What follows belongs to an exercise in optimizing a design on an open flow for small area, a short achievable clock period and few clock cycles; a production flow would make more cautious choices.
In this exercise RTL edits were held to simulation tests only and were not proved equivalent to the original.
Power is estimated from default activity; no workload was simulated.

[run.sh]
#!/bin/bash
# synth_recipe.tcl (not shown) runs the flow's synth.tcl, then flattens the netlist and writes it again
# the make line also repeats each setting of config.mk as NAME=value (left out here)
make -C /OpenROAD-flow-scripts/flow DESIGN_CONFIG=/design/flow/config.mk WORK_HOME=/design/flow/orfs CLKGATE_MAP_FILE= SYNTH_SCRIPT=/design/flow/synth_recipe.tcl finish
[design.v]
module frame_reader (
    input  wire       clk,
    input  wire       rst,
    input  wire       in_valid,
    output wire       in_ready,
    input  wire [7:0] in_data,
    output wire       out_valid,
    input  wire       out_ready,
    output wire [7:0] out_data,
    output wire       out_last,
    output wire       out_discard
);
    localparam [7:0] MAGIC0      = 8'h55;
    localparam [7:0] MAGIC1      = 8'hAA;
    localparam [7:0] MAX_PAYLOAD = 8'd57;
    localparam [2:0] S_IDLE = 3'd0,    
                     S_M1   = 3'd1,    
                     S_ID   = 3'd2,    
                     S_LS   = 3'd3,    
                     S_LEN  = 3'd4,    
                     S_BODY = 3'd5;    
    reg        in_rdy_r;
    assign in_ready = in_rdy_r;
    wire       bv = in_valid && in_rdy_r;
    wire [7:0] b  = in_data;
    reg  [7:0] ring [0:63];
    reg  [6:0] wptr;                   
    reg  [6:0] rptr;                   
    reg  [2:0] st;
    reg  [5:0] rem;                    
    reg [15:0] crc;                    
    reg        dec_v;                  
    reg        dec_bad;                
    reg  [5:0] dec_ld;                 
    reg  [5:0] dec_la;                 
    wire store = bv && (st == S_ID || st == S_LS || st == S_LEN || st == S_BODY);
    reg [15:0] crc_next;
    integer    i;
    always @* begin
        crc_next = ((st == S_LEN) ? 16'h0000 : crc) ^ {8'h00, b};
        for (i = 0; i < 8; i = i + 1) begin
            if (crc_next[0])
                crc_next = (crc_next >> 1) ^ 16'h8408;
            else
                crc_next = crc_next >> 1;
        end
    end
    always @(posedge clk) begin
        if (store)
            ring[wptr[5:0]] <= b;
    end
    reg  [6:0] q_ent [0:3];
    reg  [2:0] q_wp, q_rp;             
    wire       push      = dec_v;
    wire       push_disc = dec_bad || (crc != 16'h0000);
    wire [5:0] push_last = push_disc ? dec_ld : dec_la;
    always @(posedge clk) begin
        if (rst) begin
            st    <= S_IDLE;
            wptr  <= 7'd0;
            dec_v <= 1'b0;
        end else begin
            dec_v  <= 1'b0;
            if (push && !push_disc)
                wptr <= wptr - 7'd2;           
            else if (store)
                wptr <= wptr + 7'd1;
            if (bv) begin
                case (st)
                    S_IDLE: if (b == MAGIC0) st <= S_M1;
                    S_M1:   if (b == MAGIC1) st <= S_ID;
                            else if (b != MAGIC0) st <= S_IDLE;
                    S_ID:   st <= S_LS;
                    S_LS:   st <= S_LEN;
                    S_LEN: begin
                        rem <= b[5:0];
                        crc <= crc_next;
                        if (b > MAX_PAYLOAD) begin
                            st      <= S_IDLE;
                            dec_v   <= 1'b1;
                        end else begin
                            st <= S_BODY;
                        end
                    end
                    S_BODY: begin
                        rem <= rem - 6'd1;
                        crc <= crc_next;
                        if (rem == 6'h3F) begin
                            st      <= S_IDLE;
                            dec_v   <= 1'b1;
                        end
                    end
                    default: st <= S_IDLE;
                endcase
            end
        end
    end
    always @(posedge clk) begin
        dec_bad <= (st == S_LEN);         
        dec_ld  <= wptr[5:0];
        dec_la  <= wptr[5:0] - 6'd2;
        if (push)
            q_ent[q_wp[1:0]] <= {push_disc, push_last};
        if (rst)
            q_wp <= 3'd0;
        else if (push)
            q_wp <= q_wp + 3'd1;
    end
    reg        ov;
    reg  [7:0] od;
    reg        ol;
    reg        odisc;
    reg  [7:0] h_od;
    reg        h_ol;
    reg        h_odisc;
    reg        cur_v;
    reg        cur_disc;
    reg  [5:0] cur_last;
    reg  [1:0] pre;                    
    reg  [7:0] rsel_hi;
    reg  [7:0] rsel_lo;
    assign out_valid   = ov;
    assign out_data    = od;
    assign out_last    = ol;
    assign out_discard = odisc;
    wire       have   = (q_wp != q_rp);
    wire [6:0] head   = q_ent[q_rp[1:0]];
    wire       in_pre = cur_disc && !pre[1];
    wire       b_last = !in_pre && (rptr[5:0] == cur_last);
    wire       adv    = !ov || out_ready;
    wire       load   = !cur_v || b_last;    
    reg  [7:0] rdata;
    reg  [7:0] grp;
    integer    g, k;
    always @* begin
        rdata = 8'h00;
        for (g = 0; g < 8; g = g + 1) begin
            grp = 8'h00;
            for (k = 0; k < 8; k = k + 1)
                grp = grp | (ring[8 * g + k] & {8{rsel_lo[k]}});
            rdata = rdata | (grp & {8{rsel_hi[g]}});
        end
    end
    wire [7:0] nd = in_pre ? (pre[0] ? MAGIC1 : MAGIC0) : rdata;
    always @(posedge clk) begin
        od    <= adv ? nd : ~h_od;
        ol    <= adv ? b_last : ~h_ol;
        odisc <= adv ? cur_disc : ~h_odisc;
        if (adv) begin
            h_od    <= ~nd;
            h_ol    <= ~b_last;
            h_odisc <= ~cur_disc;
            if (load) begin
                cur_disc <= head[6];
                cur_last <= head[5:0];
            end
        end
        if (rst) begin
            ov      <= 1'b0;
            cur_v   <= 1'b0;
            pre     <= 2'd0;
            rptr    <= 7'd0;
            rsel_hi <= 8'h01;
            rsel_lo <= 8'h01;
            q_rp    <= 3'd0;
        end else if (adv) begin
            ov <= cur_v;
            if (load) begin
                cur_v <= have;
                if (have)
                    q_rp <= q_rp + 3'd1;
            end
            if (cur_v) begin
                if (in_pre) begin
                    pre <= pre + 2'd1;
                end else begin
                    rptr    <= rptr + 7'd1;
                    rsel_lo <= {rsel_lo[6:0], rsel_lo[7]};
                    if (rsel_lo[7])
                        rsel_hi <= {rsel_hi[6:0], rsel_hi[7]};
                end
                if (b_last)
                    pre <= 2'd0;
            end
        end
    end
    wire [6:0] occ  = wptr - rptr;
    wire [2:0] qcnt = q_wp - q_rp;
    always @(posedge clk) begin
        if (rst)
            in_rdy_r <= 1'b1;
        else
            in_rdy_r <= (occ <= 7'd62) && (qcnt <= 3'd3);
    end
endmodule
[constraint.sdc]
create_clock -name core_clock -period 6.0 [get_ports {clk}]
set_input_delay 1.2000 -clock core_clock [delete_from_list [all_inputs] [get_ports {clk}]]
set_output_delay 1.2000 -clock core_clock [all_outputs]
set_load 0.01 [all_outputs]
[config.mk]
export PLATFORM = sky130hd
export DESIGN_NAME = frame_reader
export DESIGN_NICKNAME = frame_reader
export VERILOG_FILES = /design/flow/design.v
export SDC_FILE = /design/flow/constraint.sdc
export NUM_CORES = 4
export LEC_CHECK = 0
export CAP_MARGIN = 20
export CORE_MARGIN = 2
export CORE_UTILIZATION = 40
export CTS_CLUSTER_DIAMETER = 80
export CTS_CLUSTER_SIZE = 24
export PLACE_DENSITY = 0.6
export SETUP_SLACK_MARGIN = 3.8
export SLEW_MARGIN = 20
export TNS_END_PERCENT = 100
==> results.json, run 1 <==
{
  "ys_seq_area_frac": 0.7593,
  "vdd_drop_max_uv": 239.1,
  "grt_use_met1": 0.2907,
  "required_ns": 4.80,
  "die_h_um": 252.3,
  "nets": 1641,
  "vias": 14740,
  "placed_cell_area_sq_um": 26150,
  "ant_nets": 0,
  "rows": 91,
  "grt-busiest-layer": "met2",
  "drt-pass1-iter-count": 6,
  "syn-cell-area_sq_um": 24660,
  "grtUsageMet3": 0.02894,
  "avgSynthCellArea_sq_um": 15.91,
  "setup_tns_ns": 0,
  "hpwlAfterDp_um": 40940,
  "hold_viol": 0,
  "synth-simple-area-share": 0.05682,
  "grt_max_degree": 70,
  "cts_tree": "done",
  "fmax_ghz": 0.4372,
  "netlist_instances": 1550,
  "grt_pass1_wl_um": 97660,
  "synth_xor_area_frac": 0.02126,
  "synth_compound_area_frac": 0.1145,
  "die_w_um": 252.3,
  "synth_top_family_by_area": "compound AO/OA/AOI/OAI gates",
  "drt_wl_total_um": 69320,
  "worst-path-buf-inv": 1,
  "htreeDepth": 1,
  "avgViaCountPerCell": 6.095,
  "clk_latency_ns": 0.62,
  "die-area_sq_um": 63660,
  "hold_class": "flop to flop",
  "setup_viol": 0,
  "gr-total-overflow": 0,
  "fin_crit_ns": 2.287,
  "finalInstanceArea_sq_um": 28400,
  "finalPower_mw": 8.552,
  "final_layout_size_suffix_gt1_frac": 0.2056,
  "cts.clk_slew.worst_paths_ns": 0.10,
  "leakage_nw": 8.438,
  "grt_pass1_vias": 14110,
  "gr-usage-met2": 0.3418,
  "place.gp.congestion": 0.9116,
  "ys_ff_latch": 646,
  "r2r_setup_slack_ns": 3.81,
  "cts_buffers": 31,
  "timing.final.crit_share": 0.3812,
  "clock_path_buffers": 3,
  "initial_core_util": 0.4019,
  "outcome": "timing/DRC/antenna clean",
  "cp_slowest_stage_delay_ns": 0.36,
  "path_delay_family": "flip-flops",
  "grt.total_usage": 0.2096,
  "ioPinCount": 24,
  "synth_fa_ha_area_frac": 0.01278,
  "yosys_most_used_dff": "edfxtp_1",
  "grt_setup_unrepaired": "true",
  "root_buffer": "clkbuf_16",
  "synth-edff-count": 579,
  "path_max_fanout": 2,
  "async_reset_ff_frac": 0,
  "synthesis.nets": 1586,
  "crit_chain": "buf_6",
  "drt_iter0_markers": 1861,
  "tightest_slew_ns": 0.9020,
  "crit_type": "flop to primary output",
  "post-route-drc-count": 0,
  "relSlewSlack": 0.3987,
  "drv_slew": 0,
  "cpMaxStageDelayCell": "dfxtp_4",
  "yosys.cell_types.count": 61,
  "antenna_found_initial": 1,
  "yosysWarnings": 1,
  "port_buffers": 23,
  "stdcell_count": 2419,
  "startpoint_type": "flop",
  "routedWlPerCell_um": 28.66,
  "synthMuxAreaShare": 0.01573,
  "finalClockSkew_ns": 0.01816,
  "worstPathArrival_ns": 1.09,
  "clock_sinks": 646,
  "endpoint_kind": "primary output",
  "dpl.cell_count": 2310,
  "n_antenna_cell": 0,
  "coreArea_sq_um": 61370,
  "power.density_nw_per_um2": 301.1,
  "area_growth_pct": 15.14,
  "max_cap_viol_count": 0
}
==> report_power, final <==
part | switching, mW | leakage, nW | internal, mW
logic | 0.681 | 2.24 | 0.425
registers | 0.0796 | 5.78 | 5.01
clock network | 1.36 | 0.424 | 0.997
==> worst paths after layout <==
check | cells past startpoint | start | endpoint
worst min register to register | 1 | h_od[0] | od[0]
worst max-delay path | 1 | in_rdy_r | in_ready
worst max register to register | 3 | wptr[3] | ring[43][2]
worst min-delay path | 1 | h_od[0] | od[0]
==> logic make-up (layout without fill, tap and decap cells) <==
group           Yosys count  in the layout
compound gates          381            381
xor+xnor                 59             59
fa+ha+maj                24             24
buf+inv                 119            197
flops                   646            646
mux                      29             29
simple gates            292            293
==> registers in the layout (all words and copies together), names as in the netlist, 2 cells and up <==
name,flops
h_od,8
q_ent,28
q_rp,3
dec_la,6
rsel_lo,8
crc,16
q_wp,3
rptr,7
wptr,7
rem,6
rsel_hi,8
od,8
st,3
dec_ld,5
cur_last,6
ring,512
pre,2
==> final cells by class <==
cell class                      count  area, sq um
Inverter                           33        131.4
Clock inverter                      4        31.28
Fill cell                        5138        32970
Timing Repair Buffer              106         1114
Clock buffer                       53        868.3
Tap cell                          790        988.4
Timing Repair inverter              1        6.256
Sequential cell                   646        18780
Multi-Input combinational cell    786         6481
==> stage by stage <==
| stage | utilization | hold WS [ns] | worst slack [ns] |
|---|---|---|---|
| floorplan | - | 0.3540 | 3.401 |
| global placement | 0.4258 | 0.4174 | 2.185 |
| detailed placement | 0.4260 | 0.4199 | 2.117 |
| CTS | 0.4536 | 0.4341 | 3.681 |
| global route | 0.4627 | 0.4420 | 3.681 |
| finish | 0.4627 | 0.4157 | 3.713 |
==> synth_stat cells, types with 19 or more instances <==
cell type / n / share of area
ha_1: 22 / 0.011
nor2_1: 99 / 0.015
xnor2_1: 34 / 0.012
buf_1: 30 / 0.0046
xor2_1: 24 / 0.0085
a22oi_1: 257 / 0.078
clkbuf_1: 34 / 0.0052
inv_1: 32 / 0.0049
edfxtp_1: 579 / 0.70
a41oi_1: 28 / 0.0099
a21oi_1: 36 / 0.0073
nand2_1: 75 / 0.011
buf_2: 19 / 0.0039
nand4_1: 42 / 0.011
dfxtp_1: 67 / 0.054
==> cells in the final DEF, fill, tap and decap left out, types with 22 or more instances in the layout <==
cell type	synthesis	final
dfxtp_1	67	43
xnor2_1	34	34
xor2_1	24	24
nand2_1	75	69
nor2_1	99	30
nor2_4	0	67
ha_1	22	22
inv_1	32	31
clkbuf_16	0	35
edfxtp_1	579	579
nand4_1	42	42
a22oi_1	257	229
a21oi_1	36	35
a22oi_2	0	28
buf_4	3	58
==> routing by layer <==
layer  up-vias  wire length (um)  share of wire
met5         -                 0              0
met4         0              2470          0.036
met3       133              6082          0.088
met2       841             33090           0.48
met1      7500             27680           0.40
li1       6270                 -              -
==> timing repair <==
| action | in CTS | in global routing |
|---|---|---|
| gates resized for setup | 197 | 56 |
| setup buffers | 18 | 28 |
| pin swaps | 18 | 20 |
| setup endpoints to repair | 623 | 267 |
| hold buffers | 0 | 0 |
| gates cloned | 2 | 4 |
Testbench counts, summed over its fixed seeds: cycles 32,718.
==> inputs of run 2 (changes only) <==
--- a/config.mk
+++ b/config.mk
@@ -7,10 +7,10 @@
 export LEC_CHECK = 0
 export CAP_MARGIN = 20
 export CORE_MARGIN = 2
-export CORE_UTILIZATION = 40
+export CORE_UTILIZATION = 65
 export CTS_CLUSTER_DIAMETER = 80
 export CTS_CLUSTER_SIZE = 24
-export PLACE_DENSITY = 0.6
+export PLACE_DENSITY = 0.8
 export SETUP_SLACK_MARGIN = 3.8
 export SLEW_MARGIN = 20
 export TNS_END_PERCENT = 100
==> results.json, run 2 <==
{
  "outcome": "timing/DRC/antenna clean",
  "dp_slack_ns": 2.111,
  "setup_viol": 0,
  "finalClockSkew_ns": 0.01934,
  "antenna_found_initial": 0,
  "startpoint_type": "flop",
  "yosys.area.top_type": "edfxtp_1",
  "stdcell_count": 2149,
  "ys_seq_area_frac": 0.7593,
  "place.gp.congestion": 0.9318,
  "rows": 71,
  "netlist_top_cells_count": "edfxtp_1 (579), a22oi_1 (257), nor2_1 (99), nand2_1 (75), dfxtp_1 (67)",
  "ctsHoldBuffers": 0,
  "netlist.area_leader.share": 0.7050,
  "grt_pass1_wl_um": 93010,
  "netlist_instances": 1550,
  "async_reset_ff_frac": 0,
  "synth_area_leaders": "edfxtp_1 (70%), a22oi_1 (7.8%), dfxtp_1 (5.4%)",
  "final_layout_size_suffix_gt1_frac": 0.2045,
  "gr-total-overflow": 0,
  "gr-usage-met2": 0.5098,
  "root_buffer": "clkbuf_16",
  "cts_buffers": 31,
  "largest_reg_flops": 512,
  "syn-cell-area_sq_um": 24660,
  "worstPathArrival_ns": 3.05,
  "drt-pass1-iter-count": 6,
  "grt_pass1_vias": 14340,
  "hold_viol": 0,
  "initial_core_util": 0.6579,
  "fin_crit_ns": 2.558,
  "hpwlAfterDp_um": 36890,
  "synth-edff-count": 579,
  "power.density_nw_per_um2": 306.1,
  "routedWlPerCell_um": 31.81,
  "yosys.cell_types.count": 61,
  "area_growth_pct": 14.48,
  "ys_ff_latch": 646,
  "post-route-drc-count": 0,
  "vias": 15500,
  "cts_tree": "done",
  "leakage_nw": 8.567,
  "port_buffers": 23,
  "clock_sinks": 646,
  "die-area_sq_um": 39520,
  "drv_slew": 0,
  "drt_wl_total_um": 68360,
  "required_ns": 6.49,
  "mostFrequentLayoutCells": "edfxtp_1 (579), a22oi_1 (231), nand2_1 (68), nor2_4 (63), buf_4 (56)",
  "yosysMostFrequentCell": "edfxtp_1",
  "yosys_most_used_dff": "edfxtp_1",
  "drt_iter0_markers": 2491,
  "timing.final.crit_share": 0.4263,
  "nets": 1650,
  "coreArea_sq_um": 37490,
  "die_w_um": 198.8,
  "htreeDepth": 1,
  "final_common_cell": "edfxtp_1",
  "tightest_slew_ns": 0.8301,
  "n_antenna_cell": 0,
  "clk_latency_ns": 0.62,
  "ioPinCount": 24,
  "hold_class": "flop to flop",
  "cts.clk_slew.worst_paths_ns": 0.10,
  "relSlewSlack": 0.4466,
  "fmax_ghz": 0.3909,
  "ant_nets": 0,
  "max_cap_viol_count": 0,
  "yosysWarnings": 1,
  "crit_type": "flop to flop",
  "grtUsageMet3": 0.06307,
  "grt_use_met1": 0.4547,
  "grt-busiest-layer": "met2",
  "grt_setup_unrepaired": "true",
  "die_h_um": 198.8,
  "avgViaCountPerCell": 7.212,
  "clock_path_buffers": 3,
  "grt_max_degree": 72,
  "setup_tns_ns": 0,
  "endpoint_kind": "flop",
  "avgSynthCellArea_sq_um": 15.91,
  "grt.total_usage": 0.3283,
  "path_max_fanout": 6,
  "synthesis.nets": 1586,
  "dpl.cell_count": 2022,
  "vdd_drop_max_uv": 251.6,
  "worst_slack_ns": 3.442
}
## run 2: cell counts after synthesis
Identical to the previous run, type by type.
## run 2: layout make-up
type / instances / area [sq um]
clock buffers: 55 / 897.1
clock inverters: 2 / 25.02
fillers: 2129 / 9254
inverters: 33 / 131.4
multi-input cells: 786 / 6374
flip-flops and latches: 646 / 18780
well taps: 511 / 639.4
repair buffers: 115 / 1383
repair inverters: 1 / 6.256
## run 2: per-layer routing
metal	vias up	part of all wire
met3	303	0.14
met2	1411	0.46
met5	-	0
met4	0	0.064
met1	7490	0.34
li1	6295	-
## run 2: final timing paths
path	depth (start not counted)	startpoint	slack, ns	to
min	1	h_od[3]	0.44	od[3]
max reg2reg	6	rsel_lo[4]	3.44	od[2]
min reg2reg	1	h_od[3]	0.44	od[3]
max	6	rsel_lo[4]	3.44	od[2]
## run 2: critical path: stages, from the launching register on
cell and delay [ns]:
dfxtp_4 0.41, buf_6 0.16, a22oi_2 0.23, nand4_1 0.23
a222oi_1 0.80, a32o_2 0.45, mux2i_1 0.14
## run 2: report_power, final
part	internal, mW	total, mW	switching (mW)
logic	0.474	1.18	0.708
clock network	1.03	2.37	1.35
registers	5.01	5.09	0.0768
total	6.51	8.64	2.13
## run 2: cells by family after synthesis
group	share of synthesized area
flops	0.7593
simple gates	0.05682
fa+ha+maj	0.01278
mux	0.01573
buf+inv	0.01953
xor+xnor	0.02126
compound gates	0.1145
## run 2: through the flow
stage	instance area (sq um)	hold slack (ns)	total power, mW	utilization
4_1_cts	27380	0.4349	8.397	0.7304
5_1_grt	28230	0.4645	8.833	0.7532
3_5_place_dp	25730	0.4202	6.079	0.6862
3_3_place_gp	25730	0.4145	6.047	0.6862
6_report	28230	0.4415	8.642	0.7532
2_1_floorplan	25100	0.3540	5.682	-
## run 2: timing repair
action / CTS / global route
gates cloned: 2 / 14
gates resized for setup: 172 / 69
setup endpoints to repair: 626 / 334
buffers inserted: 30 / 24
pin swaps: 19 / 30
==> inputs of run 3 (changes only) <==
--- a/config.mk
+++ b/config.mk
@@ -7,10 +7,10 @@
 export LEC_CHECK = 0
 export CAP_MARGIN = 20
 export CORE_MARGIN = 2
-export CORE_UTILIZATION = 65
+export CORE_UTILIZATION = 55
 export CTS_CLUSTER_DIAMETER = 80
 export CTS_CLUSTER_SIZE = 24
-export PLACE_DENSITY = 0.8
-export SETUP_SLACK_MARGIN = 3.8
+export PLACE_DENSITY = 0.7
+export SETUP_SLACK_MARGIN = 3.75
 export SLEW_MARGIN = 20
 export TNS_END_PERCENT = 100
==> results.json, run 3 <==
{
  "outcome": "timing/DRC/antenna clean",
  "async_reset_ff_frac": 0,
  "largest_reg_flops": 512,
  "multi_input_area_sq_um": 6354,
  "r2r_cells": 6,
  "netlist_instances": 1550,
  "nets": 1615,
  "place.gp.congestion": 0.9163,
  "ioPinCount": 24,
  "fin_crit_ns": 2.271,
  "gr-total-overflow": 0,
  "relSlewSlack": 0.3288,
  "clock_sinks": 646,
  "die_w_um": 215.8,
  "regToRegEndpoint": "od[0]",
  "final_common_cell": "edfxtp_1",
  "antenna_found_initial": 0,
  "synthesis.nets": 1586,
  "synth_area_leaders": "edfxtp_1 (70%), a22oi_1 (7.8%), dfxtp_1 (5.4%)",
  "dp_slack_ns": 2.257,
  "required_ns": 6.46,
  "final_layout_size_suffix_gt1_frac": 0.1790,
  "hold_slack_ns": 0.4241,
  "coreArea_sq_um": 44220,
  "setup_viol": 0,
  "tightest_slew_ns": 1.007,
  "post-route-drc-count": 0,
  "grt_max_degree": 71,
  "drt_iter0_markers": 2420,
  "yosys.cell_types.count": 61,
  "netlist.area_leader.share": 0.7050,
  "syn-cell-area_sq_um": 24660,
  "yosysWarnings": 1,
  "setup_tns_ns": 0,
  "ant_nets": 0,
  "fillers": 3072,
  "cts_tree": "done",
  "r2r_setup_slack_ns": 3.73,
  "die_h_um": 215.8,
  "avgViaCountPerCell": 6.694,
  "grt_setup_unrepaired": "true",
  "leakage_nw": 8.362,
  "ys_ff_latch": 646,
  "grt_pass1_vias": 14100,
  "yosys_most_used_dff": "edfxtp_1",
  "cp_slowest_stage_delay_ns": 0.48,
  "avgSynthCellArea_sq_um": 15.91,
  "netlist_top_cells_count": "edfxtp_1 (579), a22oi_1 (257), nor2_1 (99), nand2_1 (75), dfxtp_1 (67)",
  "routedWlPerCell_um": 29.55,
  "cpMaxStageDelayCell": "dfxtp_4",
  "port_buffers": 23,
  "rows": 77,
  "cts_buffers": 34,
  "n_antenna_cell": 0,
  "grt_pass1_wl_um": 93390,
  "path_max_fanout": 23,
  "min_path_cells": 1,
  "worst_slack_ns": 3.729,
  "htreeDepth": 2,
  "yosys.area.top_type": "edfxtp_1",
  "hold_class": "flop to flop",
  "hold_viol": 0,
  "seqCellArea_sq_um": 18780,
  "mostFrequentLayoutCells": "edfxtp_1 (579), a22oi_1 (256), nand2_1 (66), nor2_4 (65), dfxtp_1 (47)",
  "power.density_nw_per_um2": 313.3,
  "initial_core_util": 0.5577,
  "whs_endpoint": "od[0]",
  "synth-edff-count": 579,
  "cts.clk_slew.worst_paths_ns": 0.09,
  "die-area_sq_um": 46550,
  "max_cap_viol_count": 0,
  "vdd_drop_max_uv": 225.1,
  "drt-pass1-iter-count": 8,
  "fmax_ghz": 0.4404,
  "startpoint_type": "flop",
  "vias": 14690,
  "clock_path_buffers": 3,
  "worstPathArrival_ns": 2.73,
  "clk_latency_ns": 0.58,
  "area_growth_pct": 13.06,
  "grt.total_usage": 0.2746,
  "hp-start": "h_od[0]",
  "r2r-start": "rsel_lo[0]",
  "crit_type": "flop to flop",
  "endpoint_kind": "flop",
  "hpwlAfterDp_um": 38050,
  "finalClockSkew_ns": 0.02180,
  "yosysMostFrequentCell": "edfxtp_1",
  "ys_seq_area_frac": 0.7593,
  "drt_wl_total_um": 64870,
  "timing.final.crit_share": 0.3784,
  "drv_slew": 0,
  "root_buffer": "clkbuf_16",
  "crit_chain": "buf_6 > a22oi_1 > a41oi_2 > nor4_1 > a32o_1 > mux2i_1",
  "ctsHoldBuffers": 0
}
==> run 3: cell type report <==
| cell class | count | share of cell area |
|---|---|---|
| Multi-Input combinational cell | 786 | 0.2279 |
| Tap cell | 592 | 0.02656 |
| Clock buffer | 53 | 0.03608 |
| Timing Repair Buffer | 77 | 0.02903 |
| Timing Repair inverter | 1 | 0.0002244 |
| Inverter | 33 | 0.004936 |
| Clock inverter | 7 | 0.001974 |
| Sequential cell | 646 | 0.6733 |
==> run 3: power by group <==
part / internal (mW) / total, mW / switching, mW
clock: 1.19 / 2.58 / 1.39
combinational: 0.401 / 1.05 / 0.644
sequential: 5.01 / 5.11 / 0.106
total: 6.60 / 8.74 / 2.14
==> run 3: critical path: cells and delay by family, from the launching register on <==
| family | cells | cell delay, ns |
|---|---|---|
| simple gates | 1 | 0.44 |
| mux | 1 | 0.10 |
| buf+inv | 1 | 0.24 |
| flops | 1 | 0.48 |
| compound gates | 3 | 0.88 |
==> run 3: logic make-up after synthesis <==
| logic type | Yosys count | share of synthesized area |
|---|---|---|
| compound gates | 381 | 0.1145 |
| xor+xnor | 59 | 0.02126 |
| fa+ha+maj | 24 | 0.01278 |
| buf+inv | 119 | 0.01953 |
| flops | 646 | 0.7593 |
| mux | 29 | 0.01573 |
| simple gates | 292 | 0.05682 |
==> run 3: layer usage <==
| layer | track usage | routed length, um | share of wire |
|---|---|---|---|
| met1 | 0.3817 | 24120 | 0.37 |
| met2 | 0.4286 | 30050 | 0.46 |
| met3 | 0.06117 | 7513 | 0.12 |
| met4 | 0.1037 | 3182 | 0.049 |
| met5 | 0 | 0 | 0 |
==> run 3: timing repair <==
| action | in CTS | in global routing |
|---|---|---|
| gates cloned | 1 | 1 |
| gates resized for setup | 183 | 25 |
| pin swaps | 17 | 13 |
| endpoints found under the setup margin | 616 | 323 |
| setup buffers | 21 | 10 |
==> run 3: worst max-delay path by stage <==
stage,start,depth (start not counted),endpoint
after floorplan,in_valid,5,ring[24][0]
after global placement,in_valid,5,ring[32][0]
after detailed placement,in_valid,5,ring[39][5]
after CTS,rst,2,crc[1]
after global routing,rptr[0],8,in_rdy_r
final,rsel_lo[0],6,od[0]
==> run 3: metrics by stage <==
stage	util	instances	cell area, sq um	total power [mW]
global placement	0.5837	2102	25810	6.095
detailed placement	0.5837	2102	25810	6.109
finish	0.6306	2195	27880	8.735
global route	0.6306	2195	27880	8.979
CTS	0.6252	2184	27650	8.683
floorplan	-	1550	25080	5.680
==> inputs of run 4 (changes only) <==
--- a/config.mk
+++ b/config.mk
@@ -7,10 +7,10 @@
 export LEC_CHECK = 0
 export CAP_MARGIN = 20
 export CORE_MARGIN = 2
-export CORE_UTILIZATION = 55
+export CORE_UTILIZATION = 50
 export CTS_CLUSTER_DIAMETER = 80
 export CTS_CLUSTER_SIZE = 24
-export PLACE_DENSITY = 0.7
-export SETUP_SLACK_MARGIN = 3.75
+export PLACE_DENSITY = 0.65
+export SETUP_SLACK_MARGIN = 3.85
 export SLEW_MARGIN = 20
 export TNS_END_PERCENT = 100
==> results.json, run 4 <==
{
  "outcome": "timing/DRC/antenna clean",
  "crit_chain": "buf_6",
  "fin_crit_ns": 2.233,
  "synth_area_leaders": "edfxtp_1 (70%), a22oi_1 (7.8%), dfxtp_1 (5.4%)",
  "drt_iter0_markers": 2290,
  "n_antenna_cell": 0,
  "fmax_ghz": 0.4479,
  "grt.total_usage": 0.2636,
  "ioPinCount": 24,
  "timing.final.crit_share": 0.3721,
  "hold_viol": 0,
  "hpwlAfterDp_um": 38390,
  "yosys_most_used_dff": "edfxtp_1",
  "switchingPower_mw": 2.188,
  "power_frac_seq": 0.574,
  "crit_type": "flop to primary output",
  "comb_power_share": 0.137,
  "relSlewSlack": 0.3452,
  "drt_wl_total_um": 68790,
  "cpMaxStageDelayCell": "dfxtp_4",
  "rows": 81,
  "setup_tns_ns": 0,
  "die_w_um": 226.1,
  "place.gp.congestion": 0.9072,
  "cp_slowest_stage_delay_ns": 0.36,
  "max_cap_viol_count": 0,
  "drt-pass1-iter-count": 7,
  "dpl.cell_count": 2177,
  "synthesis.nets": 1586,
  "cts_buffers": 34,
  "final_layout_size_suffix_gt1_frac": 0.2341,
  "path_delay_family": "flip-flops",
  "finalPower_mw": 8.851,
  "cts_tree": "done",
  "largest_reg_flops": 512,
  "area_growth_pct": 17.25,
  "grt_max_degree": 70,
  "gr-total-overflow": 0,
  "async_reset_ff_frac": 0,
  "vdd_drop_max_uv": 162.0,
  "avgViaCountPerCell": 6.487,
  "yosysWarnings": 1,
  "hold_class": "flop to flop",
  "worstPathArrival_ns": 1.03,
  "cts.clk_slew.worst_paths_ns": 0.09,
  "clockPowerShare": 0.290,
  "clk_latency_ns": 0.57,
  "stdcell_count": 2313,
  "netlist_top_cells_count": "edfxtp_1 (579), a22oi_1 (257), nor2_1 (99), nand2_1 (75), dfxtp_1 (67)",
  "tightest_slew_ns": 0.9821,
  "grt_pass1_wl_um": 96330,
  "grt_pass1_vias": 14300,
  "synth-edff-count": 579,
  "initial_core_util": 0.5049,
  "yosys.cell_types.count": 61,
  "required_ns": 4.80,
  "setup_viol": 0,
  "clock_path_buffers": 3,
  "hold_slack_ns": 0.4191,
  "intPower_mw": 6.663,
  "clock_sinks": 646,
  "grt_setup_unrepaired": "true",
  "vias": 15010,
  "ys_ff_latch": 646,
  "netlist.area_leader.share": 0.7050,
  "yosysMostFrequentCell": "edfxtp_1",
  "port_buffers": 23,
  "yosys.area.top_type": "edfxtp_1",
  "post-route-drc-count": 0,
  "die_h_um": 226.1,
  "finalInstanceArea_sq_um": 28920,
  "leakage_nw": 8.802,
  "path_max_fanout": 2,
  "die-area_sq_um": 51120,
  "final_common_cell": "edfxtp_1",
  "finalClockSkew_ns": 0.02442,
  "drv_slew": 0,
  "root_buffer": "clkbuf_16",
  "antenna_found_initial": 0,
  "netlist_instances": 1550,
  "placed_cell_area_sq_um": 25940,
  "mostFrequentLayoutCells": "edfxtp_1 (579), a22oi_1 (218), buf_4 (71), nand2_1 (65), nor2_4 (65)",
  "fillers": 3629,
  "worst_slack_ns": 3.767,
  "startpoint_type": "flop",
  "syn-cell-area_sq_um": 24660,
  "avgSynthCellArea_sq_um": 15.91,
  "fin_util": 0.5920,
  "routedWlPerCell_um": 29.74,
  "ant_nets": 0,
  "dp_slack_ns": 2.194,
  "nets": 1665,
  "htreeDepth": 2,
  "ys_seq_area_frac": 0.7593,
  "coreArea_sq_um": 48850,
  "swShare": 0.2472,
  "endpoint_kind": "primary output",
  "power.density_nw_per_um2": 306.1,
  "worst-path-buf-inv": 1
}
## run 4: cell count changes in the layout (fill, tap and decap cells not counted), sizes merged
| cell | delta |
|---|---|
| bufinv | -1 |
| clkinv | -3 |
| inv | +1 |
| clkbuf | +7 |
| nor3 | -1 |
| bufbuf | +4 |
| buf | +39 |
## run 4: cell families (layout without fill, tap and decap cells)
logic type | after synthesis | after routing | share of synthesized area
AND/OR/NAND/NOR | 292 | 292 | 0.05682
buffers and inverters | 119 | 218 | 0.01953
XOR/XNOR | 59 | 59 | 0.02126
flip-flops | 646 | 646 | 0.7593
adder cells (fa/ha/maj) | 24 | 24 | 0.01278
AO/OA/AOI/OAI | 381 | 381 | 0.1145
multiplexers | 29 | 29 | 0.01573
## run 4: layout make-up
| class | instances | area [sq um] | area share |
|---|---|---|---|
| Timing Repair inverter | 1 | 6.256 | 0.0002163 |
| Inverter | 33 | 133.9 | 0.004629 |
| Clock buffer | 52 | 982.2 | 0.03396 |
| Sequential cell | 646 | 18790 | 0.6496 |
| Clock inverter | 4 | 58.81 | 0.002033 |
| Timing Repair Buffer | 128 | 1556 | 0.05382 |
| Tap cell | 664 | 830.8 | 0.02873 |
| Multi-Input combinational cell | 785 | 6565 | 0.2270 |
## run 4: power by group through the flow
stage / Sequential (mW) / Combinational (mW) / Clock (mW)
floorplan: 5.15 / 0.522 / 0
global placement: 5.18 / 0.927 / 0
detailed placement: 5.19 / 0.934 / 0
CTS: 5.07 / 1.11 / 2.60
global route: 5.09 / 1.26 / 2.74
finish: 5.08 / 1.21 / 2.56
## run 4: metal layers
metal	up-vias	part of all wire	track usage
met5	-	0	0
met4	0	0.039	0.1034
met3	154	0.11	0.05347
met2	974	0.47	0.4177
met1	7542	0.39	0.3607
li1	6335	-	-
## run 4: repair_timing
action | in CTS | in global routing
cloned | 7 | 5
endpoints found under the setup margin | 630 | 316
gates resized for setup | 208 | 86
hold buffers | 0 | 0
pin swaps | 32 | 46
setup buffers | 45 | 22
## run 4: final timing paths
| kind | startpoint | endpoint | slack (ns) | cells after the start |
|---|---|---|---|---|
| worst max-delay path | in_rdy_r | in_ready | 3.77 | 1 |
| worst min-delay path | h_od[5] | od[5] | 0.42 | 1 |
| worst max register to register | rsel_lo[7] | od[5] | 3.77 | 7 |
| worst min register to register | h_od[5] | od[5] | 0.42 | 1 |
==> inputs of run 5 (changes only) <==
--- a/config.mk
+++ b/config.mk
@@ -11,6 +11,6 @@
 export CTS_CLUSTER_DIAMETER = 80
 export CTS_CLUSTER_SIZE = 24
 export PLACE_DENSITY = 0.65
-export SETUP_SLACK_MARGIN = 3.85
+export SETUP_SLACK_MARGIN = 3.8
 export SLEW_MARGIN = 20
 export TNS_END_PERCENT = 100
==> results.json, run 5 <==
{
  "timing.final.crit_share": 0.3733,
  "startpoint_type": "flop",
  "ctsHoldBuffers": 0,
  "root_buffer": "clkbuf_16",
  "relSlewSlack": 0.3909,
  "htreeDepth": 2,
  "initial_core_util": 0.5049,
  "path_delay_family": "flip-flops",
  "vias": 14660,
  "worst-path-buf-inv": 1,
  "yosys_most_used_dff": "edfxtp_1",
  "cp_slowest_stage_delay_ns": 0.36,
  "die-area_sq_um": 51120,
  "setup_tns_ns": 0,
  "ys_seq_area_frac": 0.7593,
  "vdd_drop_max_uv": 234.1,
  "yosysWarnings": 1,
  "yosys.area.top_type": "edfxtp_1",
  "grt.total_usage": 0.2595,
  "seqCellArea_sq_um": 18770,
  "die_h_um": 226.1,
  "finalClockSkew_ns": 0.02390,
  "fin_crit_ns": 2.240,
  "cts.clk_slew.worst_paths_ns": 0.09,
  "hpwlAfterDp_um": 38690,
  "cts_tree": "done",
  "fmax_ghz": 0.4465,
  "tightest_slew_ns": 0.9137,
  "netlist_top_cells_count": "edfxtp_1 (579), a22oi_1 (257), nor2_1 (99), nand2_1 (75), dfxtp_1 (67)",
  "gr-total-overflow": 0,
  "netlist.area_leader.share": 0.7050,
  "grt_pass1_vias": 13960,
  "avgSynthCellArea_sq_um": 15.91,
  "rows": 81,
  "avgViaCountPerCell": 6.397,
  "ys_ff_latch": 646,
  "nets": 1642,
  "antenna_found_initial": 0,
  "area_growth_pct": 14.49,
  "fillers": 3845,
  "synth_area_leaders": "edfxtp_1 (70%), a22oi_1 (7.8%), dfxtp_1 (5.4%)",
  "power.density_nw_per_um2": 310.9,
  "yosys.cell_types.count": 61,
  "cts_buffers": 34,
  "outcome": "timing/DRC/antenna clean",
  "max_cap_viol_count": 0,
  "hold_class": "flop to flop",
  "ant_nets": 0,
  "grt_pass1_wl_um": 94810,
  "synthesis.nets": 1586,
  "dpl.cell_count": 2181,
  "clock_sinks": 646,
  "drt_iter0_markers": 2073,
  "mostFrequentLayoutCells": "edfxtp_1 (579), a22oi_1 (250), nand2_1 (67), nor2_4 (67), buf_4 (55)",
  "setup_viol": 0,
  "crit_chain": "buf_6",
  "final_common_cell": "edfxtp_1",
  "async_reset_ff_frac": 0,
  "grt_setup_unrepaired": "true",
  "coreArea_sq_um": 48850,
  "syn-cell-area_sq_um": 24660,
  "yosysMostFrequentCell": "edfxtp_1",
  "worstPathArrival_ns": 1.04,
  "hold_viol": 0,
  "leakage_nw": 8.500,
  "largest_reg_flops": 512,
  "routedWlPerCell_um": 28.85,
  "netlist_instances": 1550,
  "clock_path_buffers": 3,
  "port_buffers": 23,
  "grt_max_degree": 71,
  "final_layout_size_suffix_gt1_frac": 0.1935,
  "drt_wl_total_um": 66110,
  "endpoint_kind": "primary output",
  "clk_latency_ns": 0.58,
  "stdcell_count": 2292,
  "place.gp.congestion": 0.9273,
  "crit_type": "flop to primary output",
  "required_ns": 4.80,
  "drt-pass1-iter-count": 9,
  "ioPinCount": 24,
  "path_max_fanout": 2,
  "die_w_um": 226.1,
  "cpMaxStageDelayCell": "dfxtp_4",
  "drv_slew": 0,
  "post-route-drc-count": 0,
  "n_antenna_cell": 0,
  "multi_input_area_sq_um": 6349,
  "synth-edff-count": 579
}
-- run 5: cell types whose count changed in the layout (fill, tap and decap cells not counted), moves of 4 or more --
cell,previous run,this run
buf_6,11,17
dfxtp_1,41,46
buf_16,9,4
a22oi_1,218,250
bufbuf_16,4,0
clkbuf_16,42,38
buf_4,71,55
a22oi_2,39,7
-- run 5: logic make-up (layout without fill, tap and decap cells) --
family | after synthesis | in the layout | synth area share
multiplexers | 29 | 29 | 0.01573
flip-flops | 646 | 646 | 0.7593
XOR/XNOR | 59 | 59 | 0.02126
AO/OA/AOI/OAI | 381 | 381 | 0.1145
AND/OR/NAND/NOR | 292 | 293 | 0.05682
buffers and inverters | 119 | 196 | 0.01953
adder cells (fa/ha/maj) | 24 | 24 | 0.01278
-- run 5: power by group --
part           internal, mW  leakage [nW]  total [mW]  switching (mW)
Combinational         0.421          2.20        1.10           0.677
Sequential             5.01          5.77        5.08          0.0686
Clock                  1.22         0.523        2.60            1.38
Total                  6.65          8.50        8.78            2.13
-- run 5: path summary, 6_finish.rpt --
| check | startpoint | to | slack (ns) | cells past startpoint |
|---|---|---|---|---|
| worst max-delay path | in_rdy_r | in_ready | 3.76 | 1 |
| worst min-delay path | h_od[3] | od[3] | 0.42 | 1 |
| worst max register to register | rsel_lo[3] | od[4] | 3.80 | 6 |
| worst min register to register | h_od[3] | od[3] | 0.42 | 1 |
-- run 5: cell type report --
class                           count  area share
Clock buffer                       50     0.03527
Sequential cell                   646      0.6649
Inverter                           33    0.004653
Timing Repair inverter              1   0.0002216
Multi-Input combinational cell    786      0.2248
Timing Repair Buffer              104     0.03789
Tap cell                          664     0.02942
Clock inverter                      8    0.002836
-- run 5: timing repair --
item / in CTS / in global routing
resized for setup: 181 / 34
gates cloned: 2 / 0
setup buffers: 22 / 29
endpoints found under the setup margin: 621 / 336
pin swaps: 21 / 19
-- run 5: metrics by stage --
| stage | hold WS, ns | area, sq um | power [mW] | utilization | setup slack, ns |
|---|---|---|---|---|---|
| 2_1_floorplan | 0.3540 | 25100 | 5.682 | - | 3.401 |
| 6_report | 0.4234 | 28240 | 8.778 | 0.5780 | 3.760 |
| 3_3_place_gp | 0.4138 | 25960 | 6.107 | 0.5315 | 2.231 |
| 5_1_grt | 0.4458 | 28240 | 9.023 | 0.5780 | 3.730 |
| 4_1_cts | 0.4316 | 27850 | 8.735 | 0.5702 | 3.694 |
| 3_5_place_dp | 0.4203 | 25960 | 6.120 | 0.5315 | 2.201 |
-- run 5: layer usage --
layer	wire length [um]	track usage	vias up
met5	0	0	-
met4	2688	0.09890	0
met3	6305	0.04489	155
met2	30360	0.4024	890
met1	26760	0.3697	7334
li1	-	-	6283
==> inputs of run 6 (changes only) <==
--- a/config.mk
+++ b/config.mk
@@ -10,6 +10,7 @@
 export CORE_UTILIZATION = 50
 export CTS_CLUSTER_DIAMETER = 80
 export CTS_CLUSTER_SIZE = 24
+export GPL_TIMING_DRIVEN = 0
 export PLACE_DENSITY = 0.65
 export SETUP_SLACK_MARGIN = 3.8
 export SLEW_MARGIN = 20
==> results.json, run 6 <==
{
  "outcome": "timing/DRC/antenna clean",
  "hpwlAfterDp_um": 43660,
  "hold_viol": 0,
  "post-route-drc-count": 0,
  "coreArea_sq_um": 48850,
  "avgSynthCellArea_sq_um": 15.91,
  "comb_power_share": 0.144,
  "ant_nets": 0,
  "path_max_fanout": 4,
  "gr-total-overflow": 0,
  "clock_path_buffers": 3,
  "grt_pass1_vias": 15070,
  "yosysMostFrequentCell": "edfxtp_1",
  "leakage_nw": 9.259,
  "ys_seq_area_frac": 0.7593,
  "grt.total_usage": 0.2869,
  "fillers": 3586,
  "clockPowerShare": 0.272,
  "cts_buffers": 31,
  "drt_wl_total_um": 73000,
  "setup_viol": 0,
  "routedWlPerCell_um": 30.24,
  "max_cap_viol_count": 0,
  "root_buffer": "clkbuf_16",
  "syn-cell-area_sq_um": 24660,
  "nets": 1762,
  "relSlewSlack": 0.3935,
  "intPower_mw": 6.502,
  "initial_core_util": 0.5049,
  "n_antenna_cell": 0,
  "dp_slack_ns": 2.027,
  "grt_setup_unrepaired": "true",
  "endpoint_kind": "flop",
  "vias": 15450,
  "port_buffers": 22,
  "crit_type": "flop to flop",
  "worstPathArrival_ns": 3.03,
  "placed_cell_area_sq_um": 26180,
  "area_growth_pct": 20.63,
  "synth_area_leaders": "edfxtp_1 (70%), a22oi_1 (7.8%), dfxtp_1 (5.4%)",
  "grt_max_degree": 70,
  "power.density_nw_per_um2": 292.0,
  "place.gp.congestion": 0.8990,
  "hold_slack_ns": 0.3984,
  "synth-edff-count": 579,
  "finalClockSkew_ns": 0.03258,
  "final_layout_size_suffix_gt1_frac": 0.2531,
  "vdd_drop_max_uv": 231.4,
  "async_reset_ff_frac": 0,
  "largest_reg_flops": 512,
  "timing.final.crit_share": 0.4214,
  "fin_util": 0.6091,
  "netlist_instances": 1550,
  "ys_ff_latch": 646,
  "mostFrequentLayoutCells": "edfxtp_1 (579), a22oi_1 (229), buf_4 (81), nor2_4 (67), nand2_1 (62)",
  "htreeDepth": 1,
  "netlist.area_leader.share": 0.7050,
  "clk_latency_ns": 0.62,
  "swShare": 0.2515,
  "die-area_sq_um": 51120,
  "drv_slew": 0,
  "netlist_top_cells_count": "edfxtp_1 (579), a22oi_1 (257), nor2_1 (99), nand2_1 (75), dfxtp_1 (67)",
  "drt-pass1-iter-count": 5,
  "avgViaCountPerCell": 6.400,
  "fmax_ghz": 0.3955,
  "die_h_um": 226.1,
  "switchingPower_mw": 2.185,
  "yosys.area.top_type": "edfxtp_1",
  "ctsHoldBuffers": 0,
  "ioPinCount": 24,
  "power_frac_seq": 0.584,
  "worst_slack_ns": 3.472,
  "cts.clk_slew.worst_paths_ns": 0.10,
  "startpoint_type": "flop",
  "die_w_um": 226.1,
  "clock_sinks": 646,
  "yosys.cell_types.count": 61,
  "finalInstanceArea_sq_um": 29750,
  "cts_tree": "done",
  "synthesis.nets": 1586,
  "required_ns": 6.50,
  "grt_pass1_wl_um": 104000,
  "setup_tns_ns": 0,
  "hold_class": "flop to flop",
  "drt_iter0_markers": 2134,
  "yosysWarnings": 1,
  "final_common_cell": "edfxtp_1",
  "antenna_found_initial": 0,
  "yosys_most_used_dff": "edfxtp_1",
  "tightest_slew_ns": 0.9097,
  "fin_crit_ns": 2.528,
  "rows": 81
}
run 6: cell counts after synthesis:
No cell type changed its count.
run 6: power by group through the flow:
stage | combinational, mW | clock [mW] | sequential, mW
after global placement | 1.01 | 0 | 5.17
after global routing | 1.31 | 2.51 | 5.08
final | 1.25 | 2.36 | 5.07
after detailed placement | 1.03 | 0 | 5.16
after floorplan | 0.521 | 0 | 5.16
after CTS | 1.18 | 2.37 | 5.07
run 6: timing repair:
| item | in CTS | in global routing |
|---|---|---|
| cloned | 1 | 0 |
| setup endpoints to repair | 620 | 448 |
| pin swaps | 78 | 34 |
| resized for setup | 421 | 57 |
| buffers inserted | 104 | 13 |
run 6: through the flow:
step	instances	total power [mW]
2_1_floorplan	1550	5.682
3_3_place_gp	2236	6.173
3_5_place_dp	2238	6.186
4_1_cts	2400	8.614
5_1_grt	2414	8.899
6_report	2414	8.687
run 6: critical path, cell delays in order, from the launching register on:
cell,delay [ns]
dfxtp_4,0.37
buf_12,0.14
buf_8,0.12
buf_12,0.12
a22oi_2,0.12
nand4_1,0.34
a222oi_1,0.77
a32o_2,0.34
mux2i_1,0.08
run 6: per-layer routing:
metal | routed length, um | global-route usage | up-vias
li1 | - | - | 6501
met1 | 27880 | 0.3917 | 7831
met2 | 33700 | 0.4532 | 931
met3 | 7971 | 0.05816 | 187
met4 | 3452 | 0.1178 | 0
met5 | 0 | 0 | -
run 6: path summary, 6_finish.rpt:
check,start,to,slack (ns),cells after the start
worst max-delay path,rsel_lo[3],od[2],3.47,8
worst min-delay path,wptr[5],dec_ld[5],0.40,0
worst max register to register,rsel_lo[3],od[2],3.47,8
worst min register to register,wptr[5],dec_ld[5],0.40,0
run 6: area by class of cell:
cell class              count  area [sq um]  share of cell area
flip-flops and latches    646         18770              0.6308
multi-input cells         785          6543              0.2199
repair buffers            143          1692             0.05686
plain buffers              86         902.1             0.03032
clock buffers              54         862.1             0.02898
well taps                 664         830.8             0.02792
inverters                  33         126.4            0.004247
clock inverters             3         30.03            0.001009
run 6: kinds of logic after synthesis:
family	synth area share
AO/OA/AOI/OAI	0.1145
XOR/XNOR	0.02126
adder cells (fa/ha/maj)	0.01278
buffers and inverters	0.01953
flip-flops	0.7593
multiplexers	0.01573
AND/OR/NAND/NOR	0.05682
==> inputs of run 7 (changes only) <==
--- a/config.mk
+++ b/config.mk
@@ -10,7 +10,7 @@
 export CORE_UTILIZATION = 50
 export CTS_CLUSTER_DIAMETER = 80
 export CTS_CLUSTER_SIZE = 24
-export GPL_TIMING_DRIVEN = 0
+export GPL_ROUTABILITY_DRIVEN = 0
 export PLACE_DENSITY = 0.65
 export SETUP_SLACK_MARGIN = 3.8
 export SLEW_MARGIN = 20
==> results.json, run 7 <==
{
  "yosysWarnings": 1,
  "tightest_slew_ns": 0.7827,
  "drt_iter0_markers": 1776,
  "setup_tns_ns": 0,
  "power.density_nw_per_um2": 308.7,
  "startpoint_type": "flop",
  "hold_viol": 0,
  "relSlewSlack": 0.4764,
  "ys_seq_area_frac": 0.7593,
  "n_antenna_cell": 0,
  "crit_type": "flop to primary output",
  "max_cap_viol_count": 0,
  "async_reset_ff_frac": 0,
  "nets": 1637,
  "grt.total_usage": 0.2614,
  "worst-path-buf-inv": 1,
  "r2r-start": "rsel_lo[5]",
  "path_delay_family": "flip-flops",
  "yosys.cell_types.count": 61,
  "grt_pass1_vias": 14230,
  "netlist_instances": 1550,
  "synthesis.nets": 1586,
  "port_buffers": 23,
  "grt_setup_unrepaired": "true",
  "clock_path_buffers": 3,
  "clk_latency_ns": 0.59,
  "synth_area_leaders": "edfxtp_1 (70%), a22oi_1 (7.8%), dfxtp_1 (5.4%)",
  "min_path_cells": 1,
  "ant_nets": 0,
  "hp-start": "h_od[7]",
  "routedWlPerCell_um": 29.21,
  "grt_pass1_wl_um": 96120,
  "syn-cell-area_sq_um": 24660,
  "hpwlAfterDp_um": 38980,
  "area_growth_pct": 14.40,
  "vias": 14700,
  "antenna_found_initial": 1,
  "final_layout_size_suffix_gt1_frac": 0.1926,
  "drt_wl_total_um": 66710,
  "cp_slowest_stage_delay_ns": 0.37,
  "largest_reg_flops": 512,
  "whs_endpoint": "od[7]",
  "mostFrequentLayoutCells": "edfxtp_1 (579), a22oi_1 (251), nand2_1 (67), nor2_4 (67), buf_4 (50)",
  "finalClockSkew_ns": 0.02697,
  "setup_viol": 0,
  "path_max_fanout": 2,
  "rows": 81,
  "leakage_nw": 8.472,
  "die_h_um": 226.1,
  "die-area_sq_um": 51120,
  "r2r_setup_slack_ns": 3.79,
  "synth-edff-count": 579,
  "cts.clk_slew.worst_paths_ns": 0.09,
  "regToRegEndpoint": "od[6]",
  "fmax_ghz": 0.4443,
  "yosysMostFrequentCell": "edfxtp_1",
  "htreeDepth": 2,
  "drt-pass1-iter-count": 6,
  "cpMaxStageDelayCell": "dfxtp_4",
  "initial_core_util": 0.5049,
  "outcome": "timing/DRC/antenna clean",
  "required_ns": 4.80,
  "final_common_cell": "edfxtp_1",
  "die_w_um": 226.1,
  "cts_buffers": 34,
  "clock_sinks": 646,
  "crit_chain": "buf_6",
  "yosys.area.top_type": "edfxtp_1",
  "ys_ff_latch": 646,
  "hold_slack_ns": 0.4187,
  "yosys_most_used_dff": "edfxtp_1",
  "vdd_drop_max_uv": 245.0,
  "fin_crit_ns": 2.250,
  "drv_slew": 0,
  "ioPinCount": 24,
  "hold_class": "flop to flop",
  "netlist.area_leader.share": 0.7050,
  "timing.final.crit_share": 0.3751,
  "post-route-drc-count": 0,
  "gr-total-overflow": 0,
  "root_buffer": "clkbuf_16",
  "cts_tree": "done",
  "netlist_top_cells_count": "edfxtp_1 (579), a22oi_1 (257), nor2_1 (99), nand2_1 (75), dfxtp_1 (67)",
  "grt_max_degree": 71,
  "coreArea_sq_um": 48850,
  "avgSynthCellArea_sq_um": 15.91,
  "avgViaCountPerCell": 6.435,
  "endpoint_kind": "primary output",
  "worstPathArrival_ns": 1.05,
  "r2r_cells": 8
}
## run 7: cell counts after synthesis
No cell type changed its count.
## run 7: routing by layer
metal	vias to the layer above	GRT usage	part of all wire
met4	0	0.09232	0.037
met3	135	0.04957	0.091
met2	866	0.4122	0.47
met5	-	0	0
met1	7417	0.3663	0.40
li1	6280	-	-
## run 7: area by class of cell
class	instances	area, sq um
multi-input combinational	786	6354
timing repair buffer	99	1067
inverter	33	133.9
sequential	646	18780
clock buffer	49	980.9
timing repair inverter	1	6.256
fill	3758	20630
tap	664	830.8
clock inverter	6	58.81
## run 7: how the worst max path moves through the flow
stage / from / endpoint / slack (ns) / cells past startpoint
2_1_floorplan: in_valid / ring[24][0] / 3.40 / 5
3_3_place_gp: in_valid / ring[36][0] / 2.22 / 5
3_5_place_dp: in_valid / ring[38][6] / 2.16 / 5
4_1_cts: wptr[1] / ring[33][0] / 3.68 / 5
5_1_grt: in_rdy_r / in_ready / 3.72 / 1
6_report: in_rdy_r / in_ready / 3.75 / 1
## run 7: logic make-up after synthesis
group / after synthesis / share of synthesized area
AO/OA/AOI/OAI: 381 / 0.1145
XOR/XNOR: 59 / 0.02126
adder cells (fa/ha/maj): 24 / 0.01278
buffers and inverters: 119 / 0.01953
flip-flops: 646 / 0.7593
multiplexers: 29 / 0.01573
AND/OR/NAND/NOR: 292 / 0.05682
## run 7: power breakdown
group | internal [mW] | switching (mW)
Sequential | 5.01 | 0.0697
Combinational | 0.413 | 0.660
Clock | 1.17 | 1.39
## run 7: metrics by stage
step	cells	util	area, sq um	setup WS [ns]	power [mW]
2_1_floorplan	1550	-	25100	3.401	5.682
3_3_place_gp	2178	0.5310	25940	2.224	6.101
3_5_place_dp	2178	0.5310	25940	2.163	6.114
4_1_cts	2260	0.5695	27820	3.677	8.668
5_1_grt	2284	0.5776	28210	3.718	8.953
6_report	2284	0.5776	28210	3.750	8.710
## run 7: repair_timing
item / 4_1_cts / 5_1_grt
hold buffers: 0 / 0
gates resized for setup: 190 / 34
setup buffers: 25 / 22
gates cloned: 2 / 2
pin swaps: 16 / 22
endpoints found under the setup margin: 646 / 383
==> inputs of run 8 (changes only) <==
--- a/config.mk
+++ b/config.mk
@@ -8,9 +8,8 @@
 export CAP_MARGIN = 20
 export CORE_MARGIN = 2
 export CORE_UTILIZATION = 50
-export CTS_CLUSTER_DIAMETER = 80
-export CTS_CLUSTER_SIZE = 24
-export GPL_ROUTABILITY_DRIVEN = 0
+export CTS_CLUSTER_DIAMETER = 70
+export CTS_CLUSTER_SIZE = 20
 export PLACE_DENSITY = 0.65
 export SETUP_SLACK_MARGIN = 3.8
 export SLEW_MARGIN = 20
==> results.json, run 8 <==
{
  "path_max_fanout": 2,
  "max_cap_viol_count": 0,
  "antenna_found_initial": 0,
  "ys_ff_latch": 646,
  "timing.final.crit_share": 0.3742,
  "fin_crit_ns": 2.245,
  "fillers": 3829,
  "power_frac_seq": 0.574,
  "ctsHoldBuffers": 0,
  "largest_reg_flops": 512,
  "initial_core_util": 0.5049,
  "grt_pass1_wl_um": 95260,
  "leakage_nw": 8.551,
  "swShare": 0.2446,
  "nets": 1648,
  "cpMaxStageDelayCell": "dfxtp_4",
  "switchingPower_mw": 2.170,
  "setup_tns_ns": 0,
  "hpwlAfterDp_um": 38690,
  "netlist.area_leader.share": 0.7050,
  "drt-pass1-iter-count": 8,
  "r2r_cells": 7,
  "ys_seq_area_frac": 0.7593,
  "final_common_cell": "edfxtp_1",
  "clockPowerShare": 0.305,
  "synth-edff-count": 579,
  "yosysWarnings": 1,
  "coreArea_sq_um": 48850,
  "multi_input_area_sq_um": 6356,
  "die_w_um": 226.1,
  "seqCellArea_sq_um": 18770,
  "endpoint_kind": "primary output",
  "drt_wl_total_um": 66680,
  "cp_slowest_stage_delay_ns": 0.35,
  "dpl.cell_count": 2181,
  "hold_class": "flop to flop",
  "area_growth_pct": 14.85,
  "ioPinCount": 24,
  "ant_nets": 0,
  "fmax_ghz": 0.4453,
  "routedWlPerCell_um": 29.01,
  "n_antenna_cell": 0,
  "grt_max_degree": 71,
  "comb_power_share": 0.121,
  "tightest_slew_ns": 0.9157,
  "stdcell_count": 2298,
  "finalClockSkew_ns": 0.01686,
  "synthesis.nets": 1586,
  "hold_viol": 0,
  "startpoint_type": "flop",
  "worstPathArrival_ns": 1.05,
  "root_buffer": "clkbuf_16",
  "crit_cells": 1,
  "worst_slack_ns": 3.755,
  "die_h_um": 226.1,
  "clock_sinks": 646,
  "vias": 14660,
  "setup_viol": 0,
  "rows": 81,
  "async_reset_ff_frac": 0,
  "port_buffers": 23,
  "cts_buffers": 40,
  "htreeDepth": 2,
  "final_layout_size_suffix_gt1_frac": 0.1958,
  "place.gp.congestion": 0.9273,
  "mostFrequentLayoutCells": "edfxtp_1 (579), a22oi_1 (247), nand2_1 (67), nor2_4 (67), buf_4 (54)",
  "min_path_cells": 1,
  "r2r_setup_slack_ns": 3.81,
  "clk_latency_ns": 0.58,
  "grt_setup_unrepaired": "true",
  "avgSynthCellArea_sq_um": 15.91,
  "synth_area_leaders": "edfxtp_1 (70%), a22oi_1 (7.8%), dfxtp_1 (5.4%)",
  "yosys.area.top_type": "edfxtp_1",
  "grt_pass1_vias": 13970,
  "clock_path_buffers": 3,
  "cts_tree": "done",
  "avgViaCountPerCell": 6.379,
  "netlist_top_cells_count": "edfxtp_1 (579), a22oi_1 (257), nor2_1 (99), nand2_1 (75), dfxtp_1 (67)",
  "post-route-drc-count": 0,
  "power.density_nw_per_um2": 313.2,
  "intPower_mw": 6.702,
  "syn-cell-area_sq_um": 24660,
  "hold_slack_ns": 0.4218,
  "crit_chain": "buf_6",
  "die-area_sq_um": 51120,
  "gr-total-overflow": 0,
  "yosys.cell_types.count": 61,
  "drv_slew": 0,
  "vdd_drop_max_uv": 207.2,
  "fin_util": 0.5799,
  "yosys_most_used_dff": "edfxtp_1",
  "cts.clk_slew.worst_paths_ns": 0.08,
  "netlist_instances": 1550,
  "dp_slack_ns": 2.201,
  "path_delay_family": "flip-flops",
  "crit_type": "flop to primary output",
  "grt.total_usage": 0.2613,
  "required_ns": 4.80,
  "yosysMostFrequentCell": "edfxtp_1",
  "drt_iter0_markers": 2347,
  "worst-path-buf-inv": 1,
  "outcome": "timing/DRC/antenna clean",
  "relSlewSlack": 0.3895
}
[run 8: cell counts after synthesis]
Identical to the previous run, type by type.
[run 8: kinds of logic (layout without fill, tap and decap cells)]
kind of cell	Yosys count	in the layout	synth area share
adders and majority gates	24	24	0.01278
xor gates and xnor gates	59	59	0.02126
muxes	29	29	0.01573
AOI/OAI and AO/OA	381	381	0.1145
DFF	646	646	0.7593
buffers and inverters	119	202	0.01953
and+or+nand+nor	292	293	0.05682
[run 8: cell type report]
class                      count  area share
clock buffer                  57     0.03834
inverter                      33    0.004638
tap                          664     0.02933
timing repair buffer         104     0.03799
clock inverter                 7    0.002341
sequential                   646      0.6628
multi-input combinational    786      0.2244
timing repair inverter         1   0.0002208
[run 8: final timing paths]
check | from | endpoint
worst max-delay path | in_rdy_r | in_ready
worst min-delay path | h_od[3] | od[3]
worst max register to register | rsel_lo[5] | od[4]
worst min register to register | h_od[3] | od[3]
[run 8: power groups by stage]
| stage | logic [mW] | clock network (mW) | registers, mW |
|---|---|---|---|
| after floorplan | 0.521 | 0 | 5.16 |
| after global placement | 0.890 | 0 | 5.22 |
| after detailed placement | 0.901 | 0 | 5.22 |
| after CTS | 1.00 | 2.74 | 5.10 |
| after global routing | 1.14 | 2.89 | 5.10 |
| final | 1.08 | 2.70 | 5.09 |
[run 8: per-stage QoR]
stage / total power [mW] / cell area, sq um
2_1_floorplan: 5.682 / 25100
6_report: 8.871 / 28330
3_3_place_gp: 6.107 / 25960
3_5_place_dp: 6.120 / 25960
5_1_grt: 9.133 / 28330
4_1_cts: 8.844 / 27910
[run 8: what timing repair did]
action / 4_1_cts / 5_1_grt
pin swaps: 22 / 18
buffers inserted: 23 / 28
resized for setup: 173 / 46
cloned: 2 / 0
endpoints found under the setup margin: 621 / 420
[run 8: layer usage]
metal | part of all wire | up-vias | GRT usage | wire length (um)
li1 | - | 6306 | - | -
met1 | 0.40 | 7332 | 0.3702 | 26610
met2 | 0.47 | 885 | 0.4071 | 31070
met3 | 0.10 | 135 | 0.05569 | 6753
met4 | 0.034 | 0 | 0.08362 | 2245
met5 | 0 | - | 0 | 0
==> inputs of run 9 (changes only) <==
--- a/config.mk
+++ b/config.mk
@@ -8,9 +8,9 @@
 export CAP_MARGIN = 20
 export CORE_MARGIN = 2
 export CORE_UTILIZATION = 50
-export CTS_CLUSTER_DIAMETER = 70
-export CTS_CLUSTER_SIZE = 20
+export CTS_CLUSTER_DIAMETER = 80
+export CTS_CLUSTER_SIZE = 24
 export PLACE_DENSITY = 0.65
 export SETUP_SLACK_MARGIN = 3.8
 export SLEW_MARGIN = 20
-export TNS_END_PERCENT = 100
+export TNS_END_PERCENT = 50
==> results.json, run 9 <==
{
  "async_reset_ff_frac": 0,
  "cts_buffers": 31,
  "regToRegEndpoint": "od[3]",
  "finalClockSkew_ns": 0.03577,
  "final_common_cell": "edfxtp_1",
  "grt_pass1_vias": 13920,
  "r2r_cells": 6,
  "rows": 81,
  "yosys_most_used_dff": "edfxtp_1",
  "worstPathArrival_ns": 1.09,
  "power.density_nw_per_um2": 305.1,
  "cp-endpoint": "in_ready",
  "fillers": 3786,
  "synth-edff-count": 579,
  "yosys.area.top_type": "edfxtp_1",
  "path_delay_family": "flip-flops",
  "leakage_nw": 8.331,
  "avgSynthCellArea_sq_um": 15.91,
  "ioPinCount": 24,
  "netlist.area_leader.share": 0.7050,
  "max_cap_viol_count": 0,
  "htreeDepth": 1,
  "grt_max_degree": 71,
  "initial_core_util": 0.5049,
  "setup_tns_ns": 0,
  "mostFrequentLayoutCells": "edfxtp_1 (579), a22oi_1 (246), nor2_4 (67), nand2_1 (66), dfxtp_1 (46)",
  "syn-cell-area_sq_um": 24660,
  "vias": 14600,
  "yosysMostFrequentCell": "edfxtp_1",
  "die_h_um": 226.1,
  "routedWlPerCell_um": 29.12,
  "drt_iter0_markers": 2196,
  "grt_pass1_wl_um": 93340,
  "area_growth_pct": 13.26,
  "fin_crit_ns": 2.291,
  "grt.total_usage": 0.2523,
  "endpoint_kind": "primary output",
  "clk_latency_ns": 0.63,
  "place.gp.congestion": 0.9132,
  "ys_seq_area_frac": 0.7593,
  "die_w_um": 226.1,
  "port_buffers": 23,
  "die-area_sq_um": 51120,
  "relSlewSlack": 0.3633,
  "n_antenna_cell": 0,
  "hpwlAfterDp_um": 38340,
  "cpMaxStageDelayCell": "dfxtp_4",
  "vdd_drop_max_uv": 255.9,
  "drt-pass1-iter-count": 8,
  "antenna_found_initial": 0,
  "netlist_instances": 1550,
  "crit_type": "flop to primary output",
  "hold_class": "flop to flop",
  "synth_area_leaders": "edfxtp_1 (70%), a22oi_1 (7.8%), dfxtp_1 (5.4%)",
  "startpoint_type": "flop",
  "gr-total-overflow": 0,
  "yosysWarnings": 1,
  "final_layout_size_suffix_gt1_frac": 0.1824,
  "setup_viol": 0,
  "clock_sinks": 646,
  "coreArea_sq_um": 48850,
  "nets": 1617,
  "timing.final.crit_share": 0.3818,
  "drt_wl_total_um": 66100,
  "crit_chain": "buf_6",
  "post-route-drc-count": 0,
  "path_max_fanout": 2,
  "grt_setup_unrepaired": "true",
  "synthesis.nets": 1586,
  "yosys.cell_types.count": 61,
  "worst-path-buf-inv": 1,
  "ys_ff_latch": 646,
  "root_buffer": "clkbuf_16",
  "worstSetupStartpoint": "in_rdy_r",
  "largest_reg_flops": 512,
  "placed_cell_area_sq_um": 25860,
  "fmax_ghz": 0.4366,
  "ant_nets": 0,
  "r2r-start": "rsel_lo[2]",
  "avgViaCountPerCell": 6.432,
  "cts_tree": "done",
  "cts.clk_slew.worst_paths_ns": 0.09,
  "finalInstanceArea_sq_um": 27930,
  "r2r_setup_slack_ns": 3.81,
  "clock_path_buffers": 3,
  "drv_slew": 0,
  "crit_cells": 1,
  "outcome": "timing/DRC/antenna clean",
  "hold_viol": 0,
  "tightest_slew_ns": 0.9551,
  "required_ns": 4.80,
  "cp_slowest_stage_delay_ns": 0.37,
  "netlist_top_cells_count": "edfxtp_1 (579), a22oi_1 (257), nor2_1 (99), nand2_1 (75), dfxtp_1 (67)"
}
## run 9: kinds of logic after synthesis
logic type	Yosys count	synth area share
adder cells (fa/ha/maj)	24	0.01278
flip-flops	646	0.7593
AND/OR/NAND/NOR	292	0.05682
buffers and inverters	119	0.01953
multiplexers	29	0.01573
AO/OA/AOI/OAI	381	0.1145
XOR/XNOR	59	0.02126
## run 9: report_power, final
part | total (mW) | internal [mW] | switching, mW
sequential | 5.09 | 5.01 | 0.0776
clock | 2.39 | 1.04 | 1.35
combinational | 1.05 | 0.394 | 0.657
total | 8.52 | 6.44 | 2.08
## run 9: worst min-delay path by stage
stage                     depth (start not counted)    start  slack [ns]   endpoint
final                                             0  wptr[4]        0.42  dec_ld[4]
after global placement                            0  wptr[4]        0.40  dec_ld[4]
after detailed placement                          0  wptr[4]        0.40  dec_ld[4]
after CTS                                         0  wptr[4]        0.42  dec_ld[4]
after floorplan                                   0  wptr[5]        0.35  dec_ld[5]
after global routing                              0  wptr[4]        0.43  dec_ld[4]
## run 9: layout make-up
cell class                      instances  area, sq um  area share
Clock inverter                          4        31.28    0.001120
Clock buffer                           54        903.4     0.03234
Tap cell                              664        830.8     0.02974
Timing Repair Buffer                   83        883.3     0.03162
Inverter                               33        137.6    0.004927
Sequential cell                       646        18770      0.6721
Timing Repair inverter                  1        6.256   0.0002240
Multi-Input combinational cell        785         6367      0.2279
## run 9: repair_timing
item,in CTS,in global routing
gates cloned,1,1
pin swaps,24,23
resized for setup,188,49
buffers inserted,18,15
hold buffers,0,0
setup endpoints to repair,619,480
## run 9: metrics by stage
step / hold WS (ns) / setup slack, ns / util / std cells / total power, mW
2_1_floorplan: 0.3540 / 3.401 / - / 1550 / 5.678
4_1_cts: 0.4169 / 3.680 / 0.5632 / 2253 / 8.463
3_3_place_gp: 0.4000 / 2.346 / 0.5294 / 2176 / 6.100
3_5_place_dp: 0.4042 / 2.267 / 0.5294 / 2176 / 6.112
5_1_grt: 0.4335 / 3.673 / 0.5718 / 2270 / 8.766
6_report: 0.4155 / 3.709 / 0.5718 / 2270 / 8.524
## run 9: layer usage
metal | GRT usage | share of wire | vias up | wire (um)
li1 | - | - | 6232 | -
met1 | 0.3593 | 0.39 | 7331 | 26080
met2 | 0.3901 | 0.45 | 879 | 30070
met3 | 0.05113 | 0.11 | 158 | 7019
met4 | 0.08659 | 0.044 | 0 | 2926
met5 | 0 | 0 | - | 0

-- port drivers added, routing unchanged --
How much do the figures lean on ideal ports? The routed layouts below were timed once more, with nothing changed but the port constraints. Step 1 (the two cells are an assumption about what drives the block):
set clk [get_ports {clk}]
set_driving_cell -lib_cell sky130_fd_sc_hd__clkbuf_16 $clk
set_driving_cell -lib_cell sky130_fd_sc_hd__buf_2 [delete_from_list [all_inputs] $clk]
Step 2 moves the port delays by t, midway between the first and last clock arrival at a register: inputs arrive t later, outputs are due t later. That takes back most of the time a late clock gives input paths. a / b / c = ideal ports / drivers / drivers and shift; a / b = the first two.
run | t (ns) | slack for setup (ns) | worst slew at a driven data input, ns
run 1 | 0.669 | 3.713 / 3.652 / 3.190 | 0.05
run 2 | 0.673 | 3.442 / 3.442 / 3.170 | 0.05
run 3 | 0.625 | 3.729 / 3.714 / 3.171 | 0.05
run 4 | 0.620 | 3.767 / 3.712 / 3.264 | 0.06
run 5 | 0.621 | 3.760 / 3.704 / 3.210 | 0.05
run 6 | 0.662 | 3.472 / 3.472 / 3.160 | 0.06
run 7 | 0.635 | 3.750 / 3.688 / 3.222 | 0.04
run 8 | 0.631 | 3.755 / 3.694 / 3.216 | 0.05
run 9 | 0.674 | 3.709 / 3.651 / 3.191 | 0.04
After both steps setup and hold are still met in every run listed. For run 3, which loses most, drivers alone change the setup slack by -0.015 ns; drivers and shift together by -0.558 ns.
